What follows belongs to an exercise in optimizing a design on an open flow for small area; a production flow would make more cautious choices. Only simulation tests tie the RTL to the original design; equivalence was not proved.

Setup of v6:
Design mcc, start of the top module:
module mcc (
    input  wire        clk,
    input  wire        rst_n,           
    input  wire [3:0]  cfg_slot,        
    input  wire        cmd_valid,
    output wire        cmd_ready,
    input  wire [7:0]  cmd,
    input  wire [7:0]  op_dir,
    input  wire [7:0]  op_mid,
    input  wire [7:0]  op_mt,
    input  wire [7:0]  op_midx,
    input  wire [8:0]  op_len,
    input  wire        op_delay_en,
    input  wire [15:0] op_delay,
    input  wire        op_bufsel,
    input  wire        op_level,
    input  wire [23:0] op_idexp,
    input  wire [8:0]  op_probelen,
    output reg         done,
    output reg  [7:0]  status,
    output wire [7:0]  res,
    output wire [1:0]  phase,
    output wire        ident_valid,
    output reg  [23:0] ident_id,
    output wire [2:0]  setup,
    output reg  [1:0]  reset_out,
    input  wire        txb_we,
    input  wire [5:0]  txb_addr,
    input  wire [7:0]  txb_wdata,
    input  wire        rb_sel,
    input  wire [5:0]  rb_addr,
    output wire [7:0]  rb_data,
    output wire        lnk_tx_valid,
    output wire [7:0]  lnk_tx_data,
    input  wire        lnk_rx_valid,
    input  wire [7:0]  lnk_rx_data,
    input  wire        lnk_err,
    output wire        rst_drive,
    output wire        rst_level,
    input  wire        rst_fail,
    output wire        rdy_sample,
    input  wire        rdy_in,
    input  wire        rdy_fail
);
    localparam FRAME_CAP = 64;
    localparam [7:0] C_CHK = 8'h01, C_WRH = 8'h02, C_VAL = 8'h03, C_ECHO = 8'h04;
    localparam [7:0] C_ESC = 8'h10, C_XCHG = 8'h11, C_WR = 8'h12, C_SRST = 8'h13;
    localparam [7:0] C_RRDY = 8'h14, C_XCHGE = 8'h15;
    localparam [7:0] C_RESET = 8'h20, C_BUILD = 8'h21, C_DEGRADE = 8'h22, C_ABANDON = 8'h23;
    localparam [7:0] R_OK = 8'h00, R_CHANNEL = 8'h01, R_RESETLINE = 8'h02, R_READYLINE = 8'h03;
    localparam [7:0] R_UNAVAIL = 8'h10, R_CKSUM = 8'h11, R_SERDE = 8'h12, R_IDMISMATCH = 8'h13;
  ...
clock: 10.0 ns
lec_check: 0
cap_margin: 20
core_margin: 2
core_utilization: 62
place_density: 0.75
slew_margin: 20
synth_hierarchical: 1
synth_minimum_keep_size: 0
standard.sh (not shown) runs the stock make flow with config.mk's settings and CLKGATE_MAP_FILE= SYNTH_SCRIPT=/design/flow/synth_recipe.tcl, a recipe that flattens the netlist after the stock synthesis.
==> flow/flow/run.sh <==
#!/bin/bash
# Layout flow: the standard ORFS flow (standard.sh, unchanged synthesis),
# with two tool options changed:
#  - port buffers use the smallest buffer cell instead of the default choice;
#  - clock tree: larger sink clusters and no dummy loads.
# Every port still gets its buffer, and the clock tree is built by CTS as usual.
set -euo pipefail
export BUFFER_PORTS_ARGS="-buffer_cell sky130_fd_sc_hd__buf_1"
export CTS_ARGS="-sink_clustering_enable -repair_clock_nets -sink_clustering_size 28 -sink_clustering_max_diameter 70 -dont_use_dummy_load"
bash standard.sh > standard_flow.log 2>&1
The following lists how v7 was set up differently from v6:
--- a/flow/design.v
+++ b/flow/design.v
@@ -202,13 +202,13 @@
     wire [5:0] wa = idle ? txb_addr : idx;
     wire [7:0] wd = idle ? txb_wdata : gen;
     always @(posedge clk) begin
         if (tx_host || tx_hdr || tx_ck)
             txbuf[wa] <= wd;
         if (st == S_XFER && lnk_rx_valid && !lnk_err)
-            rxbuf[idx] <= lnk_rx_data;
+            rxbuf[wa] <= lnk_rx_data;
     end
     wire is_pcmd = (cmd == C_ESC) || (cmd == C_BUILD);
     wire [5:0] len_src = idle ? ((cmd == C_ECHO) ? 6'd0 : (is_pcmd ? op_probelen[5:0] : op_len[5:0]))
                               : blen;
     wire [5:0] len_m1  = len_src - 6'd1;
     always @(posedge clk) begin
- Across v6 and v7, the outcome is the same: a clean finish for every run.
- Lower post-route clock period utilization was reported by v7, not v6.
- v7 vs v6: final hold slack down
- Going from v6 to v7, number of fill cells in the layout now sits higher; number of distinct library cells after synthesis increased by 3 relative to the old numbers; combined buffer and inverter count along the critical path fell by 2; fraction of the mapped netlist area in adder cells closely matched the old numbers.

==> static timing again, ports no longer ideal <==
No port has a modelled driver above. Below, the same layouts with a new extraction and two added sets of constraints. Step 1: set_driving_cell puts a clkbuf_16 on clk and a buf_2 on each other input, an assumption about the parent block. Step 2 adds t to the input delays and takes it off the output delays; t is the mean of the earliest and latest rising clock arrival at the registers after step 1. Input paths then give back, and output paths get back, about the clock's delay inside the block. Three values: ideal, step 1, step 2; two values: the first two.
run | t (ns) | setup WS [ns] | worst setup path after step 2
v6 | 0.692 | 1.063 / 0.995 / 1.639 | input to output
v7 | 0.688 | 1.381 / 1.316 / 1.504 | input to register
After both steps setup and hold are still met in every run listed.
